Background: an optimization exercise with open tools, aiming at small area, a short achievable clock period and few clock cycles per item. Do not read the settings as production practice.
In this exercise RTL edits were held to simulation tests only and were not proved equivalent to the original.
No activity file was given, so power comes from the tool's default toggle rates.

==> flow/design.v, too long to show whole: its modules and the start of the top module <==
// module pfbd_fnorm: 31 lines
// module pfbd_fmul: 68 lines
// module pfbd_mul24cs: 781 lines
// module pfbd_fadd: 110 lines
// module pfbd_pfx_add: 29 lines
// module pfbd_dot: 305 lines
module pfbd_dot (
    input  wire        clk,
    input  wire        rst,
    input  wire        in_valid,
    output wire        in_ready,
    input  wire [1:0]  in_ntaps,
    input  wire [31:0] in_x_re,
    input  wire [31:0] in_x_im,
    input  wire [31:0] in_h_re,
    input  wire [31:0] in_h_im,
    output wire        out_valid,
    input  wire        out_ready,
    output wire [31:0] out_re,
    output wire [31:0] out_im
);
  // ...
==> flow/run.sh <==
#!/bin/bash
# synth_recipe.tcl (not shown) runs the flow's synth.tcl, then flattens the netlist and writes it again
# the make line also repeats each setting of config.mk as NAME=value (left out here)
make -C /OpenROAD-flow-scripts/flow DESIGN_CONFIG=/design/flow/config.mk WORK_HOME=/design/flow/orfs CLKGATE_MAP_FILE= SYNTH_SCRIPT=/design/flow/synth_recipe.tcl finish
==> flow/config.mk <==
export PLATFORM = sky130hd
export DESIGN_NAME = pfbd_dot
export DESIGN_NICKNAME = pfbd_dot
export VERILOG_FILES = /design/flow/design.v
export SDC_FILE = /design/flow/constraint.sdc
export NUM_CORES = 4
export LEC_CHECK = 0
export ABC_AREA = 1
export CAP_MARGIN = 20
export CORE_MARGIN = 2
export CORE_UTILIZATION = 40
export PLACE_DENSITY = 0.5
export SLEW_MARGIN = 20
==> flow/constraint.sdc <==
create_clock -name core_clock -period 24.0 [get_ports {clk}]
set_input_delay 4.8000 -clock core_clock [delete_from_list [all_inputs] [get_ports {clk}]]
set_output_delay 4.8000 -clock core_clock [all_outputs]
set_load 0.01 [all_outputs]
==> metrics.csv, run 1 <==
metric;value;unit
status;complete, no violations;
wl_per_cell;22.7;µm
setup.worst_path.end_class;flop;
r2r-start;c_l[0];
drv_slew;0;
fin_setup_tns;0;ps
met1_length;457;mm
hold_start;b2_i[1];
synth_top_family_by_area;simple AND/OR/NAND/NOR gates;
wl_met3;67.7;mm
synthMuxAreaShare;0.160;%
synth_commonest_cells;7681 x nand2_1, 4250 x inv_1, 3013 x nand3_1;
rows;311;
yosys.area_share.adder;12.1;%
tightest_slew;1250;ps
p_clk;8.60;mW
synth_compound_area_share;11.3;%
ir_worst_vdd;0.122;mV
antenna_found_initial;47;
ys_warn_count;5;
drt-pass1-iter-count;7;
htree_num_levels;6;
setup_viol;0;
async_flop_share;0;%
top_regs;d1 x1024, d2 x512, d3 x256;
crit_start;c_l[0];
rrSetupSlack;13380;ps
skew;79.3;ps
maxCapViolCount;0;
cts_resized;0;
cts_tree;built;
pre_cts_slack;13390;ps
netlist_instances;34800;
cp-start-kind;flop;
max_stage_delay;860;ps
cts-root-buf;clkbuf_16;
r2r-end;u_add_cre.r1_x[12];
num-clock-buffers;743;
regArea;0.119;mm²
rsz0062_at_grt;no;
yosys.area_share.simple;20.9;%
required;24990;ps
synth.distinct_cells;100;
min_period;10620;ps
Testbench counts, summed over its fixed seeds: cycles 19,029, items 1,280.
==> module pfbd_fadd, before the edit <==
module pfbd_fadd (
    input  wire        clk,
    input  wire [31:0] a,
    input  wire [31:0] b,
    output reg  [31:0] y
);
    wire a_emax = (a[30:23] == 8'hff);
    wire b_emax = (b[30:23] == 8'hff);
    wire a_fz   = (a[22:0] == 23'd0);
    wire b_fz   = (b[22:0] == 23'd0);
    wire a_nan  = a_emax && !a_fz;
    wire b_nan  = b_emax && !b_fz;
    wire a_inf  = a_emax && a_fz;
    wire b_inf  = b_emax && b_fz;
    wire        a_en = (a[30:23] != 8'd0);
    wire        b_en = (b[30:23] != 8'd0);
    wire [7:0]  ea = {a[30:24], a[23] | !a_en};
    wire [7:0]  eb = {b[30:24], b[23] | !b_en};
    wire [23:0] ma = {a_en, a[22:0]};
    wire [23:0] mb = {b_en, b[22:0]};
    wire [8:0]  dab = {1'b0, ea} - {1'b0, eb};
    wire [7:0]  dba = eb - ea;
    wire        eswap = dab[8];                  
    wire [7:0]  d   = eswap ? dba : dab[7:0];
    wire [7:0]  ep  = eswap ? eb : ea;
    wire [23:0] mhi = eswap ? mb : ma;
    wire [23:0] mq  = eswap ? ma : mb;
    wire        swap = b[30:0] > a[30:0];
    wire        sp   = swap ? b[31] : a[31];
    wire        sub  = a[31] ^ b[31];
    wire [26:0] x0 = {mq, 3'b000};
    wire        big = (d[7:5] != 3'd0) || (d[4:0] > 5'd26);
    wire [26:0] x1 = d[0] ? {1'b0,  x0[26:1]}  : x0;
    wire        s1 = d[0] & x0[0];
    wire [26:0] x2 = d[1] ? {2'b0,  x1[26:2]}  : x1;
    wire        s2 = s1 | (d[1] & (x1[1:0] != 0));
    wire [26:0] x3 = d[2] ? {4'b0,  x2[26:4]}  : x2;
    wire        s3 = s2 | (d[2] & (x2[3:0] != 0));
    wire [26:0] x4 = d[3] ? {8'b0,  x3[26:8]}  : x3;
    wire        s4 = s3 | (d[3] & (x3[7:0] != 0));
    wire [26:0] x5 = d[4] ? {16'b0, x4[26:16]} : x4;
    wire        s5 = s4 | (d[4] & (x4[15:0] != 0));
    wire [26:0] xq = big ? {26'd0, (mq != 24'd0)} : {x5[26:1], x5[0] | s5};
    wire        flip = (d == 8'd0) && (swap != eswap);
    reg  [26:0] r1_x, r1_y;
    reg  [7:0]  r1_ep;
    reg         r1_sub, r1_sp, r1_zs, r1_nan, r1_inf, r1_infs;
    always @(posedge clk) begin
        r1_x    <= flip ? xq : {mhi, 3'b000};
        r1_y    <= flip ? {mhi, 3'b000} : xq;
        r1_ep   <= ep;
        r1_sub  <= sub;
        r1_sp   <= sp;
        r1_zs   <= a[31] & b[31];
        r1_nan  <= a_nan || b_nan || (a_inf && b_inf && (a[31] != b[31]));
        r1_inf  <= a_inf || b_inf;
        r1_infs <= a_inf ? a[31] : b[31];
    end
    wire [27:0] sum;
    wire        sum_co;
    pfbd_pfx_add #(28) u_sum (.a({1'b0, r1_x}), .b({1'b0, r1_y} ^ {28{r1_sub}}),
                              .ci(r1_sub), .y(sum), .co(sum_co));
    reg  [4:0] lz;
    integer k;
    always @* begin
        lz = 5'd27;
        for (k = 0; k < 27; k = k + 1)
            if (sum[k]) lz = 5'd26 - k[4:0];
    end
    reg  [27:0] r2_sum;
    reg  [4:0]  r2_lz;
    reg  [7:0]  r2_ep;
    reg         r2_sp, r2_zs, r2_nan, r2_inf, r2_infs;
    always @(posedge clk) begin
        r2_sum  <= sum;
        r2_lz   <= lz;
        r2_ep   <= r1_ep;
        r2_sp   <= r1_sp;
        r2_zs   <= r1_zs;
        r2_nan  <= r1_nan;
        r2_inf  <= r1_inf;
        r2_infs <= r1_infs;
    end
    wire [7:0]  epm1 = r2_ep - 8'd1;
    wire [4:0]  lsh  = ({3'd0, r2_lz} < r2_ep) ? r2_lz : epm1[4:0];
    wire [26:0] t0 = r2_sum[26:0];
    wire [26:0] t1 = lsh[4] ? {t0[10:0], 16'd0} : t0;
    wire [26:0] t2 = lsh[3] ? {t1[18:0], 8'd0}  : t1;
    wire [26:0] t3 = lsh[2] ? {t2[22:0], 4'd0}  : t2;
    wire [26:0] t4 = lsh[1] ? {t3[24:0], 2'd0}  : t3;
    wire [26:0] t5 = lsh[0] ? {t4[25:0], 1'b0}  : t4;
    wire        ovf = r2_sum[27];
    wire [26:0] nm  = ovf ? {r2_sum[27:2], r2_sum[1] | r2_sum[0]} : t5;
    wire [8:0]  e   = ovf ? ({1'b0, r2_ep} + 9'd1) : ({1'b0, r2_ep} - {4'd0, lsh});
    wire [7:0]  efield = nm[26] ? e[7:0] : 8'd0;
    wire        inc = nm[2] && (nm[1] || nm[0] || nm[3]);
    wire [30:0] mag = {efield, nm[25:3]} + {30'd0, inc};
    always @(posedge clk) begin
        if (r2_nan)
            y <= 32'h7fc00000;
        else if (r2_inf)
            y <= {r2_infs, 8'hff, 23'd0};
        else if (r2_sum == 28'd0)
            y <= {r2_zs, 31'd0};
        else if (e >= 9'd255)
            y <= {r2_sp, 8'hff, 23'd0};
        else
            y <= {r2_sp, mag};
    end
endmodule
==> module pfbd_dot, before the edit <==
module pfbd_dot (
    input  wire        clk,
    input  wire        rst,
    input  wire        in_valid,
    output wire        in_ready,
    input  wire [1:0]  in_ntaps,
    input  wire [31:0] in_x_re,
    input  wire [31:0] in_x_im,
    input  wire [31:0] in_h_re,
    input  wire [31:0] in_h_im,
    output wire        out_valid,
    input  wire        out_ready,
    output wire [31:0] out_re,
    output wire [31:0] out_im
);
    reg        rdy;
    reg  [4:0] pos;           
    reg  [1:0] ncur;          
    reg  [1:0] wp;            
    reg  [2:0] cnt;           
    assign in_ready = rdy;
    wire       acc    = in_valid && rdy;
    wire       first  = (pos == 5'd0);
    wire [1:0] ncode  = first ? in_ntaps : ncur;
    wire [1:0] tcode  = first ? wp : (wp - 2'd1);
    wire       last   = (pos == ((5'd4 << ncode) - 5'd1));
    wire       start  = acc && first;
    reg        i_v;
    reg  [4:0] i_t;
    reg  [1:0] i_n, i_g;
    reg [31:0] i_xr, i_xi, i_hr, i_hi;
    always @(posedge clk) begin
        i_xr <= in_x_re;
        i_xi <= in_x_im;
        i_hr <= in_h_re;
        i_hi <= in_h_im;
        i_t  <= pos;
        i_n  <= ncode;
        i_g  <= tcode;
    end
    reg  [63:0] slot0, slot1, slot2, slot3;
    reg  [3:0]  full;
    reg  [1:0]  rp;
    reg         ov;
    reg  [63:0] oreg;
    assign out_valid = ov;
    assign out_re    = oreg[63:32];
    assign out_im    = oreg[31:0];
    wire        take  = ov && out_ready;
    wire        avail = full[rp];
    wire        load  = avail && (!ov || out_ready);
    reg  [63:0] rsel;
    always @* begin
        case (rp)
            2'd0: rsel = slot0;
            2'd1: rsel = slot1;
            2'd2: rsel = slot2;
            default: rsel = slot3;
        endcase
    end
    wire [4:0] pos_n = acc ? (last ? 5'd0 : pos + 5'd1) : pos;
    wire [2:0] cnt_n = cnt + {2'd0, start} - {2'd0, load};
    always @(posedge clk) begin
        if (rst) begin
            rdy  <= 1'b1;
            pos  <= 5'd0;
            ncur <= 2'd0;
            wp   <= 2'd0;
            cnt  <= 3'd0;
            i_v  <= 1'b0;
            rp   <= 2'd0;
            ov   <= 1'b0;
        end else begin
            rdy  <= (pos_n != 5'd0) || (cnt_n < 3'd4);
            pos  <= pos_n;
            if (start) begin
                ncur <= in_ntaps;
                wp   <= wp + 2'd1;
            end
            cnt  <= cnt_n;
            i_v  <= acc;
            if (load) begin
                rp <= rp + 2'd1;
                ov <= 1'b1;
            end else if (take) begin
                ov <= 1'b0;
            end
        end
        if (load)
            oreg <= rsel;
    end
    wire        xr_s, xr_z, xr_i, xr_n, xi_s, xi_z, xi_i, xi_n;
    wire        hr_s, hr_z, hr_i, hr_n, hi_s, hi_z, hi_i, hi_n;
    wire [9:0]  xr_e, xi_e, hr_e, hi_e;
    wire [23:0] xr_m, xi_m, hr_m, hi_m;
    pfbd_fnorm u_nxr (.v(i_xr), .sgn(xr_s), .zero(xr_z), .inf(xr_i), .nan(xr_n), .e(xr_e), .m(xr_m));
    pfbd_fnorm u_nxi (.v(i_xi), .sgn(xi_s), .zero(xi_z), .inf(xi_i), .nan(xi_n), .e(xi_e), .m(xi_m));
    pfbd_fnorm u_nhr (.v(i_hr), .sgn(hr_s), .zero(hr_z), .inf(hr_i), .nan(hr_n), .e(hr_e), .m(hr_m));
    pfbd_fnorm u_nhi (.v(i_hi), .sgn(hi_s), .zero(hi_z), .inf(hi_i), .nan(hi_n), .e(hi_e), .m(hi_m));
    reg  [37:0] n_xr, n_xi, n_hr, n_hi;    
    reg         n_v;
    reg  [4:0]  n_t;
    reg  [1:0]  n_n, n_g;
    always @(posedge clk) begin
        n_xr <= {xr_s, xr_z, xr_i, xr_n, xr_e, xr_m};
        n_xi <= {xi_s, xi_z, xi_i, xi_n, xi_e, xi_m};
        n_hr <= {hr_s, hr_z, hr_i, hr_n, hr_e, hr_m};
        n_hi <= {hi_s, hi_z, hi_i, hi_n, hi_e, hi_m};
        n_t  <= i_t;
        n_n  <= i_n;
        n_g  <= i_g;
    end
    wire [31:0] m_rr, m_ii, m_ri, m_ir;
    pfbd_fmul u_mul_rr (.clk(clk),
        .a_s(n_xr[37]), .a_z(n_xr[36]), .a_i(n_xr[35]), .a_n(n_xr[34]), .a_e(n_xr[33:24]), .a_m(n_xr[23:0]),
        .b_s(n_hr[37]), .b_z(n_hr[36]), .b_i(n_hr[35]), .b_n(n_hr[34]), .b_e(n_hr[33:24]), .b_m(n_hr[23:0]),
        .y(m_rr));
    pfbd_fmul u_mul_ii (.clk(clk),
        .a_s(n_xi[37]), .a_z(n_xi[36]), .a_i(n_xi[35]), .a_n(n_xi[34]), .a_e(n_xi[33:24]), .a_m(n_xi[23:0]),
        .b_s(n_hi[37]), .b_z(n_hi[36]), .b_i(n_hi[35]), .b_n(n_hi[34]), .b_e(n_hi[33:24]), .b_m(n_hi[23:0]),
        .y(m_ii));
    pfbd_fmul u_mul_ri (.clk(clk),
        .a_s(n_xr[37]), .a_z(n_xr[36]), .a_i(n_xr[35]), .a_n(n_xr[34]), .a_e(n_xr[33:24]), .a_m(n_xr[23:0]),
        .b_s(n_hi[37]), .b_z(n_hi[36]), .b_i(n_hi[35]), .b_n(n_hi[34]), .b_e(n_hi[33:24]), .b_m(n_hi[23:0]),
        .y(m_ri));
    pfbd_fmul u_mul_ir (.clk(clk),
        .a_s(n_xi[37]), .a_z(n_xi[36]), .a_i(n_xi[35]), .a_n(n_xi[34]), .a_e(n_xi[33:24]), .a_m(n_xi[23:0]),
        .b_s(n_hr[37]), .b_z(n_hr[36]), .b_i(n_hr[35]), .b_n(n_hr[34]), .b_e(n_hr[33:24]), .b_m(n_hr[23:0]),
        .y(m_ir));
    reg        m1_v, m2_v, m3_v;
    reg  [4:0] m1_t, m2_t, m3_t;
    reg  [1:0] m1_n, m2_n, m3_n, m1_g, m2_g, m3_g;
    always @(posedge clk) begin
        m1_t <= n_t;  m2_t <= m1_t;  m3_t <= m2_t;
        m1_n <= n_n;  m2_n <= m1_n;  m3_n <= m2_n;
        m1_g <= n_g;  m2_g <= m1_g;  m3_g <= m2_g;
    end
    wire [31:0] p_re, p_im;
    pfbd_fadd u_add_pre (.clk(clk), .a(m_rr), .b({~m_ii[31], m_ii[30:0]}), .y(p_re));
    pfbd_fadd u_add_pim (.clk(clk), .a(m_ri), .b(m_ir), .y(p_im));
    reg        q1_v, q2_v, p_v;
    reg  [4:0] q1_t, q2_t, p_t;
    reg  [1:0] q1_n, q2_n, p_n, q1_g, q2_g, p_g;
    always @(posedge clk) begin
        q1_t <= m3_t;  q2_t <= q1_t;  p_t <= q2_t;
        q1_n <= m3_n;  q2_n <= q1_n;  p_n <= q2_n;
        q1_g <= m3_g;  q2_g <= q1_g;  p_g <= q2_g;
    end
    wire [63:0] p = {p_re, p_im};
    reg  [16*64-1:0] d1;
    always @(posedge clk)
        if (p_v) d1 <= {d1[15*64-1:0], p};
    reg  [63:0] d1_tap;
    always @* begin
        case (p_n)
            2'd0: d1_tap = d1[1*64 +: 64];
            2'd1: d1_tap = d1[3*64 +: 64];
            2'd2: d1_tap = d1[7*64 +: 64];
            default: d1_tap = d1[15*64 +: 64];
        endcase
    end
    wire [4:0] p_half = 5'd2 << p_n;                 
    wire       a_go   = p_v && (p_t >= p_half);
    wire [3:0] a_i    = p_t[3:0] - p_half[3:0];     
    wire [31:0] a_re, a_im;
    pfbd_fadd u_add_are (.clk(clk), .a(d1_tap[63:32]), .b(p_re), .y(a_re));
    pfbd_fadd u_add_aim (.clk(clk), .a(d1_tap[31:0]),  .b(p_im), .y(a_im));
    reg        a1_v, a2_v, v1_v;
    reg  [3:0] a1_i, a2_i, v1_i;
    reg  [1:0] a1_n, a2_n, v1_n, a1_g, a2_g, v1_g;
    always @(posedge clk) begin
        a1_i <= a_i;  a2_i <= a1_i;  v1_i <= a2_i;
        a1_n <= p_n;  a2_n <= a1_n;  v1_n <= a2_n;
        a1_g <= p_g;  a2_g <= a1_g;  v1_g <= a2_g;
    end
    wire [63:0] v1 = {a_re, a_im};
    reg  [8*64-1:0] d2;
    always @(posedge clk)
        if (v1_v) d2 <= {d2[7*64-1:0], v1};
    reg  [63:0] d2_tap;
    always @* begin
        case (v1_n)
            2'd0: d2_tap = d2[0*64 +: 64];
            2'd1: d2_tap = d2[1*64 +: 64];
            2'd2: d2_tap = d2[3*64 +: 64];
            default: d2_tap = d2[7*64 +: 64];
        endcase
    end
    wire [3:0] v1_q   = 4'd1 << v1_n;                
    wire       b_go   = v1_v && (v1_i >= v1_q);
    wire [2:0] b_i    = v1_i[2:0] - v1_q[2:0];       
    wire [31:0] b_re, b_im;
    pfbd_fadd u_add_bre (.clk(clk), .a(d2_tap[63:32]), .b(v1[63:32]), .y(b_re));
    pfbd_fadd u_add_bim (.clk(clk), .a(d2_tap[31:0]),  .b(v1[31:0]),  .y(b_im));
    reg        b1_v, b2_v, v2_v;
    reg  [2:0] b1_i, b2_i, v2_i;
    reg  [1:0] b1_n, b2_n, v2_n, b1_g, b2_g, v2_g;
    always @(posedge clk) begin
        b1_i <= b_i;  b2_i <= b1_i;  v2_i <= b2_i;
        b1_n <= v1_n; b2_n <= b1_n;  v2_n <= b2_n;
        b1_g <= v1_g; b2_g <= b1_g;  v2_g <= b2_g;
    end
    wire [63:0] v2 = {b_re, b_im};
    wire        v2_fin = v2_v && (v2_n == 2'd0);      
    wire        v2_up  = v2_v && (v2_n != 2'd0);
    wire [31:0] c_re, c_im;
    wire [63:0] c_y = {c_re, c_im};
    reg        c1_v, c2_v, c_v;
    reg  [1:0] c1_l, c2_l, c_l, c1_i, c2_i, c_i, c1_n, c2_n, c_n, c1_g, c2_g, c_g;
    wire        c_fin = c_v && ({1'b0, c_l} + 3'd1 == {1'b0, c_n});
    wire        c_up  = c_v && !c_fin;
    reg  [4*64-1:0] d3;
    reg  [2*64-1:0] d4;
    reg  [63:0]     d5;
    always @(posedge clk) begin
        if (v2_up) d3 <= {d3[3*64-1:0], v2};
        if (c_up && c_l == 2'd0) d4 <= {d4[63:0], c_y};
        if (c_up && c_l == 2'd1) d5 <= c_y;
    end
    reg  [63:0] d3_tap;
    always @* begin
        case (v2_n)
            2'd1: d3_tap = d3[0*64 +: 64];
            2'd2: d3_tap = d3[1*64 +: 64];
            default: d3_tap = d3[3*64 +: 64];
        endcase
    end
    wire [63:0] d4_tap = (c_n == 2'd2) ? d4[63:0] : d4[127:64];
    wire [2:0] v2_e  = 3'd1 << (v2_n - 2'd1);         
    wire       cb    = v2_up && (v2_i >= v2_e);
    wire [1:0] cb_i  = v2_i[1:0] - v2_e[1:0];
    wire [1:0] c_h   = (c_l == 2'd0) ? ((c_n == 2'd3) ? 2'd2 : 2'd1) : 2'd1;    
    wire       cc    = c_up && (c_i >= c_h);
    wire [1:0] cc_i  = c_i - c_h;
    wire [63:0] cc_a = (c_l == 2'd0) ? d4_tap : d5;
    reg         h_v;
    reg  [127:0] h_op;
    reg  [1:0]  h_l, h_i, h_n, h_g;
    reg         s_v;
    reg  [127:0] s_op;
    reg  [1:0]  s_l, s_i, s_n, s_g;
    reg         nh_v;
    reg  [127:0] nh_op;
    reg  [1:0]  nh_l, nh_i, nh_n, nh_g;
    always @* begin
        s_v = 1'b0; s_op = {cc_a, c_y}; s_l = c_l + 2'd1; s_i = cc_i; s_n = c_n; s_g = c_g;
        nh_v = 1'b0; nh_op = {d3_tap, v2}; nh_l = 2'd0; nh_i = cb_i; nh_n = v2_n; nh_g = v2_g;
        if (h_v) begin
            s_v = 1'b1; s_op = h_op; s_l = h_l; s_i = h_i; s_n = h_n; s_g = h_g;
            if (cc) begin
                nh_v = 1'b1; nh_op = {cc_a, c_y}; nh_l = c_l + 2'd1; nh_i = cc_i; nh_n = c_n; nh_g = c_g;
            end else if (cb) begin
                nh_v = 1'b1;
            end
        end else if (cc) begin
            s_v = 1'b1;
            nh_v = cb;
        end else if (cb) begin
            s_v = 1'b1; s_op = {d3_tap, v2}; s_l = 2'd0; s_i = cb_i; s_n = v2_n; s_g = v2_g;
        end
    end
    pfbd_fadd u_add_cre (.clk(clk), .a(s_op[127:96]), .b(s_op[63:32]), .y(c_re));
    pfbd_fadd u_add_cim (.clk(clk), .a(s_op[95:64]),  .b(s_op[31:0]),  .y(c_im));
    always @(posedge clk) begin
        c1_l <= s_l;  c2_l <= c1_l;  c_l <= c2_l;
        c1_i <= s_i;  c2_i <= c1_i;  c_i <= c2_i;
        c1_n <= s_n;  c2_n <= c1_n;  c_n <= c2_n;
        c1_g <= s_g;  c2_g <= c1_g;  c_g <= c2_g;
        h_op <= nh_op;
        h_l  <= nh_l;
        h_i  <= nh_i;
        h_n  <= nh_n;
        h_g  <= nh_g;
    end
    wire [3:0] fin_b = v2_fin ? (4'd1 << v2_g) : 4'd0;
    wire [3:0] fin_c = c_fin  ? (4'd1 << c_g)  : 4'd0;
    wire [3:0] ld    = load ? (4'd1 << rp) : 4'd0;
    always @(posedge clk) begin
        if (fin_b[0]) slot0 <= v2; else if (fin_c[0]) slot0 <= c_y;
        if (fin_b[1]) slot1 <= v2; else if (fin_c[1]) slot1 <= c_y;
        if (fin_b[2]) slot2 <= v2; else if (fin_c[2]) slot2 <= c_y;
        if (fin_b[3]) slot3 <= v2; else if (fin_c[3]) slot3 <= c_y;
    end
    always @(posedge clk) begin
        if (rst) begin
            n_v  <= 1'b0;
            m1_v <= 1'b0; m2_v <= 1'b0; m3_v <= 1'b0;
            q1_v <= 1'b0; q2_v <= 1'b0; p_v  <= 1'b0;
            a1_v <= 1'b0; a2_v <= 1'b0; v1_v <= 1'b0;
            b1_v <= 1'b0; b2_v <= 1'b0; v2_v <= 1'b0;
            c1_v <= 1'b0; c2_v <= 1'b0; c_v  <= 1'b0;
            h_v  <= 1'b0;
            full <= 4'd0;
        end else begin
            n_v  <= i_v;
            m1_v <= n_v;  m2_v <= m1_v;  m3_v <= m2_v;
            q1_v <= m3_v; q2_v <= q1_v;  p_v  <= q2_v;
            a1_v <= a_go; a2_v <= a1_v;  v1_v <= a2_v;
            b1_v <= b_go; b2_v <= b1_v;  v2_v <= b2_v;
            c1_v <= s_v;  c2_v <= c1_v;  c_v  <= c2_v;
            h_v  <= nh_v;
            full <= (full & ~ld) | fin_b | fin_c;
        end
    end
endmodule
==> inputs of run 2 (changes only) <==
--- a/flow/design.v
+++ b/flow/design.v
@@ -899,12 +899,17 @@
     wire [23:0] ma = {a_en, a[22:0]};
     wire [23:0] mb = {b_en, b[22:0]};
-    wire [8:0]  dab = {1'b0, ea} - {1'b0, eb};
-    wire [7:0]  dba = eb - ea;
-    wire        eswap = dab[8];                  
-    wire [7:0]  d   = eswap ? dba : dab[7:0];
+    wire [7:0]  dab, dba;
+    wire        ab_c, ba_c;
+    pfbd_pfx_add #(8) u_dab (.a(ea), .b(~eb), .ci(1'b1), .y(dab), .co(ab_c));
+    pfbd_pfx_add #(8) u_dba (.a(eb), .b(~ea), .ci(1'b1), .y(dba), .co(ba_c));
+    wire        eswap = !ab_c;                   
+    wire [7:0]  d   = eswap ? dba : dab;
     wire [7:0]  ep  = eswap ? eb : ea;
     wire [23:0] mhi = eswap ? mb : ma;
     wire [23:0] mq  = eswap ? ma : mb;
-    wire        swap = b[30:0] > a[30:0];
+    wire [30:0] cmp_y;
+    wire        cmp_c;
+    pfbd_pfx_add #(31) u_cmp (.a(a[30:0]), .b(~b[30:0]), .ci(1'b1), .y(cmp_y), .co(cmp_c));
+    wire        swap = !cmp_c;                   
     wire        sp   = swap ? b[31] : a[31];
     wire        sub  = a[31] ^ b[31];
@@ -1045,4 +1050,5 @@
     wire       last   = (pos == ((5'd4 << ncode) - 5'd1));
     wire       start  = acc && first;
+    wire       done   = acc && last;      
     reg        i_v;
     reg  [4:0] i_t;
@@ -1079,5 +1085,7 @@
     end
     wire [4:0] pos_n = acc ? (last ? 5'd0 : pos + 5'd1) : pos;
-    wire [2:0] cnt_n = cnt + {2'd0, start} - {2'd0, load};
+    wire [2:0] cnt_n = cnt + {2'd0, done} - {2'd0, load};
+    wire [1:0] ncur_n = start ? in_ntaps : ncur;
+    wire       last_n = (pos_n == ((5'd4 << ncur_n) - 5'd1));
     always @(posedge clk) begin
         if (rst) begin
@@ -1091,5 +1099,5 @@
             ov   <= 1'b0;
         end else begin
-            rdy  <= (pos_n != 5'd0) || (cnt_n < 3'd4);
+            rdy  <= !last_n || (cnt_n < 3'd4);
             pos  <= pos_n;
             if (start) begin
@@ -1246,10 +1254,17 @@
     end
     wire [63:0] d4_tap = (c_n == 2'd2) ? d4[63:0] : d4[127:64];
-    wire [2:0] v2_e  = 3'd1 << (v2_n - 2'd1);         
-    wire       cb    = v2_up && (v2_i >= v2_e);
-    wire [1:0] cb_i  = v2_i[1:0] - v2_e[1:0];
-    wire [1:0] c_h   = (c_l == 2'd0) ? ((c_n == 2'd3) ? 2'd2 : 2'd1) : 2'd1;    
-    wire       cc    = c_up && (c_i >= c_h);
-    wire [1:0] cc_i  = c_i - c_h;
+    wire [2:0] b2_e  = 3'd1 << (b2_n - 2'd1);         
+    wire       cb_d  = b2_v && (b2_n != 2'd0) && (b2_i >= b2_e);
+    wire [1:0] cb_id = b2_i[1:0] - b2_e[1:0];
+    wire [1:0] c2_h  = (c2_l == 2'd0) ? ((c2_n == 2'd3) ? 2'd2 : 2'd1) : 2'd1;    
+    wire       cc_d  = c2_v && ({1'b0, c2_l} + 3'd1 != {1'b0, c2_n}) && (c2_i >= c2_h);
+    wire [1:0] cc_id = c2_i - c2_h;
+    reg        cb, cc;
+    reg  [1:0] cb_i, cc_i, cc_l;
+    always @(posedge clk) begin
+        cb_i <= cb_id;
+        cc_i <= cc_id;
+        cc_l <= c2_l + 2'd1;
+    end
     wire [63:0] cc_a = (c_l == 2'd0) ? d4_tap : d5;
     reg         h_v;
@@ -1263,10 +1278,10 @@
     reg  [1:0]  nh_l, nh_i, nh_n, nh_g;
     always @* begin
-        s_v = 1'b0; s_op = {cc_a, c_y}; s_l = c_l + 2'd1; s_i = cc_i; s_n = c_n; s_g = c_g;
+        s_v = 1'b0; s_op = {cc_a, c_y}; s_l = cc_l; s_i = cc_i; s_n = c_n; s_g = c_g;
         nh_v = 1'b0; nh_op = {d3_tap, v2}; nh_l = 2'd0; nh_i = cb_i; nh_n = v2_n; nh_g = v2_g;
         if (h_v) begin
             s_v = 1'b1; s_op = h_op; s_l = h_l; s_i = h_i; s_n = h_n; s_g = h_g;
             if (cc) begin
-                nh_v = 1'b1; nh_op = {cc_a, c_y}; nh_l = c_l + 2'd1; nh_i = cc_i; nh_n = c_n; nh_g = c_g;
+                nh_v = 1'b1; nh_op = {cc_a, c_y}; nh_l = cc_l; nh_i = cc_i; nh_n = c_n; nh_g = c_g;
             end else if (cb) begin
                 nh_v = 1'b1;
@@ -1310,4 +1325,6 @@
             c1_v <= 1'b0; c2_v <= 1'b0; c_v  <= 1'b0;
             h_v  <= 1'b0;
+            cb   <= 1'b0;
+            cc   <= 1'b0;
             full <= 4'd0;
         end else begin
@@ -1319,4 +1336,6 @@
             c1_v <= s_v;  c2_v <= c1_v;  c_v  <= c2_v;
             h_v  <= nh_v;
+            cb   <= cb_d;
+            cc   <= cc_d;
             full <= (full & ~ld) | fin_b | fin_c;
         end
==> run 2 against run 1 <==
  * Still clean on timing, DRC and antenna
  * Cell count is 0.14% lower
  * Hold slack worse by 2.4 ps
  * Non-clock buffer count is 12 lower
  * Critical path depth is 5 lower
  * First-iteration DRC count is 1.0% higher
  * Synthesized cell count is 0.12% lower
  * Sequential share of layout area is 0.074 points lower
  * Synthesized area is 0.20% higher
  * Clock power is 1% higher
  * Routed wire length is 1.7% higher
  * Largest power group unchanged
==> metrics.csv, run 2 <==
metric;value;unit;change
grt_max_degree;195;;
ctsHoldBuffers;0;;
r2r-start;v2_n[0];;
yosys.area_share.simple;20.3;%;-0.55 points
maxCapViolCount;0;;unchanged
synth_seq_cells;4810;;
max_slew_margin;14.5;%;
min_period;8630;ps;-1990 ps
synth_area;0.288;mm²;
hold_viol;0;;
drt-total-wl;1030;mm;
dp.cells;43300;;
cts_max_path_buffers;4;;
r2r-end;u_add_cre.r1_y[10];;
synth.avg_cell_area;8.31;µm²;
fmax;116;MHz;
critPathCapture;u_add_cre.r1_y[10];;
synth_xor_area_share;5.74;%;
stdcell_count;44300;;
fp.dieH;853;µm;
finalCoreUtilization;44.3;%;
antenna_found_initial;43;;-8.5%
ios;200;;
worst_path_most_repeated_cell;nand2_1;;
htree_num_levels;6;;unchanged
path_max_fanout;88;;
drive_gt1_share;5.91;%;
synth_commonest_cells;7898 x nand2_1, 4270 x inv_1, 2645 x o21ai_0;;
crit_start;v2_n[0];;
die_area;0.728;mm²;
core_area;0.718;mm²;
post_dp_cell_area;0.299;mm²;
netlist_instances;34700;;-0.12%
yosysTopAreaCell;edfxtp_1;;
required;24910;ps;-80 ps
largest_reg_flops;1024;;
setup.worst_path.end_class;flop;;
max_stage_delay;1130;ps;+270 ps
fin_total_pwr;46.1;mW;
track_usage;27.3;%;
fillers;71200;;
largest-register;d1;;
async_flop_share;0;%;unchanged
wl_per_cell;23.2;µm;+1.9%
cpLargestDelayFamily;buffers and inverters;;
vias;239000;;
cts-root-buf;clkbuf_16;;
port_buffers;199;;
multi_input_area;0.146;mm²;
drt_first_iter_violations;23500;;
worst_slack;15370;ps;
cp-start-kind;flop;;
start_util;40.2;%;
die_w;853;µm;
yosys.area_share.adder;12.2;%;+0.11 points
arrival;9540;ps;
area_growth;10.3;%;
cp.depth;29;;
ir_worst_vdd;0.125;mV;+1.8%
synth_compound_area_share;11.6;%;+0.24 points
ys_warn_count;7;;+2
layout_common_cells;7893 x nand2_1, 4249 x inv_1, 2625 x o21ai_0, 2568 x nand3_1, 2482 x dfxtp_1;;
first_global_vias;231000;;
numCtsBuffers;548;;
dpl.hpwl;758;mm;
synth_top_family_by_area;simple AND/OR/NAND/NOR gates;;
post_cts_buffers;0;;
cts_resized;0;;unchanged
status;complete, no violations;;
avgViaCountPerCell;5.38;;
reg2reg_depth;29;;
ys_seq_area_share;41.4;%;
synth_edf_count;2304;;
drc;0;;
rsz0062_at_grt;no;;
tightest_slew;1270;ps;+16.9 ps
synth.most_common_cell;nand2_1;;
rrSetupSlack;15370;ps;+1990 ps
synth_top_area_share;24.0;%;
rows;311;;unchanged
setup_viol;0;;unchanged
top_regs;d1 x1024, d2 x512, d3 x256;;
synth.distinct_cells;94;;-6.0%
final_antenna_net_count;0;;
fin_hold_ws;307;ps;
drv_slew;0;;unchanged
fin_setup_tns;0;ps;unchanged
pre_cts_slack;15500;ps;+2110 ps
layout_commonest_cell;nand2_1;;
cts_sinks;4810;;
overflow;0;;
cts_tree;built;;
synth_area_leaders;edfxtp_1 24%, dfxtp_1 17%, nand2_1 10%;;
fin_area;0.318;mm²;
fin_crit_sh;36.0;%;
grt_pass1_wl;1510;mm;
crit_slowest_cell;o31ai_1;;
regArea;0.119;mm²;about the same
path_buf_inv;8;;
drt-pass1-iter-count;9;;+2
synth_flop_cell;dfxtp_1;;
clk_pin_slew;80;ps;
cellPowerDensity;145;mW/mm²;
hp-class;reg -> reg;;
critical_path_class;reg -> reg;;
insertion_delay;1110;ps;
skew;70.0;ps;-9.35 ps
synthMuxAreaShare;0.498;%;+0.34 points
nNetsFinal;36600;;
place_congestion;0.926;;
p_leak;140;nW;
-- run 2: cell types whose count changed after synthesis, moves of 21 or more --
cell / previous run / this run
nand3_1: 3013 / 2572
nand2_1: 7681 / 7898
mux2i_1: 45 / 131
o21ai_1: 218 / 276
nor2_1: 1850 / 1798
or2_2: 138 / 91
nand2_2: 71 / 108
clkbuf_1: 934 / 967
buf_2: 286 / 255
o211ai_1: 66 / 91
o21ai_0: 2670 / 2645
fa_1: 1047 / 1071
xor2_1: 1754 / 1730
clkinv_1: 29 / 50
-- run 2: how the worst min path moves through the flow --
stage	startpoint	endpoint	slack (ps)	depth (start not counted)
after detailed placement	a2_n[0]	v1_n[0]	310	0
final	q2_t[4]	p_t[4]	310	0
after floorplan	p_g[0]	a1_g[0]	310	0
after global placement	a2_i[0]	v1_i[0]	310	0
after global routing	a1_n[0]	a2_n[0]	310	0
after CTS	i_g[0]	n_g[0]	300	0
-- run 2: layout make-up --
class                   count  share of cell area (%)
inverters                4451                    5.25
repair buffers            641                    1.70
flip-flops and latches   4810                    37.5
multi-input cells       23900                    45.8
well taps                9546                    3.75
clock buffers             713                    4.84
diodes                     28                  0.0220
clock inverters           287                    1.07
-- run 2: cell families after synthesis --
kind of cell,after synthesis
compound gates,5933
xor+xnor,1891
fa+ha+maj,2182
buf+inv,6072
flops,4810
mux,141
other cells,1
simple gates,13700
-- run 2: power by group --
group	internal, mW	switching (mW)
clock network	5.08	3.62
logic	8.03	17.8
registers	10.2	1.38
total	23.3	22.8
-- run 2: routing by layer --
| layer | global-route usage [%] | wire (µm) | up-vias |
|---|---|---|---|
| li1 | - | - | 114000 |
| met1 | 38.0 | 459000 | 114000 |
| met2 | 42.8 | 450000 | 8825 |
| met3 | 4.49 | 74100 | 1881 |
| met4 | 10.0 | 44300 | 14 |
| met5 | 0 | 96 | - |
Testbench counts of run 2, summed over its fixed seeds: cycles 18,721, items 1,280.

==> separate check: timing with driven ports <==
The results above use ideal ports. As a check the final layouts listed here were re-extracted and re-timed, cells and wires unchanged.
Step 1 assumes that a clkbuf_16 drives the clock port and a buf_2 every other input.
Step 2 also shifts input and output timing later by t, the mid clock arrival at the registers, as if the neighbouring blocks saw the same clock.
a / b / c = ideal / step 1 / step 2; a / b = the first two.
run	t (ns)	setup slack, ns	clock arrival spread, ns
run 1	1.237	13.376 / 13.376 / 13.376	0.099 / 0.100
run 2	1.222	15.366 / 15.366 / 15.366	0.084 / 0.085
After both steps every run listed still meets setup and hold.
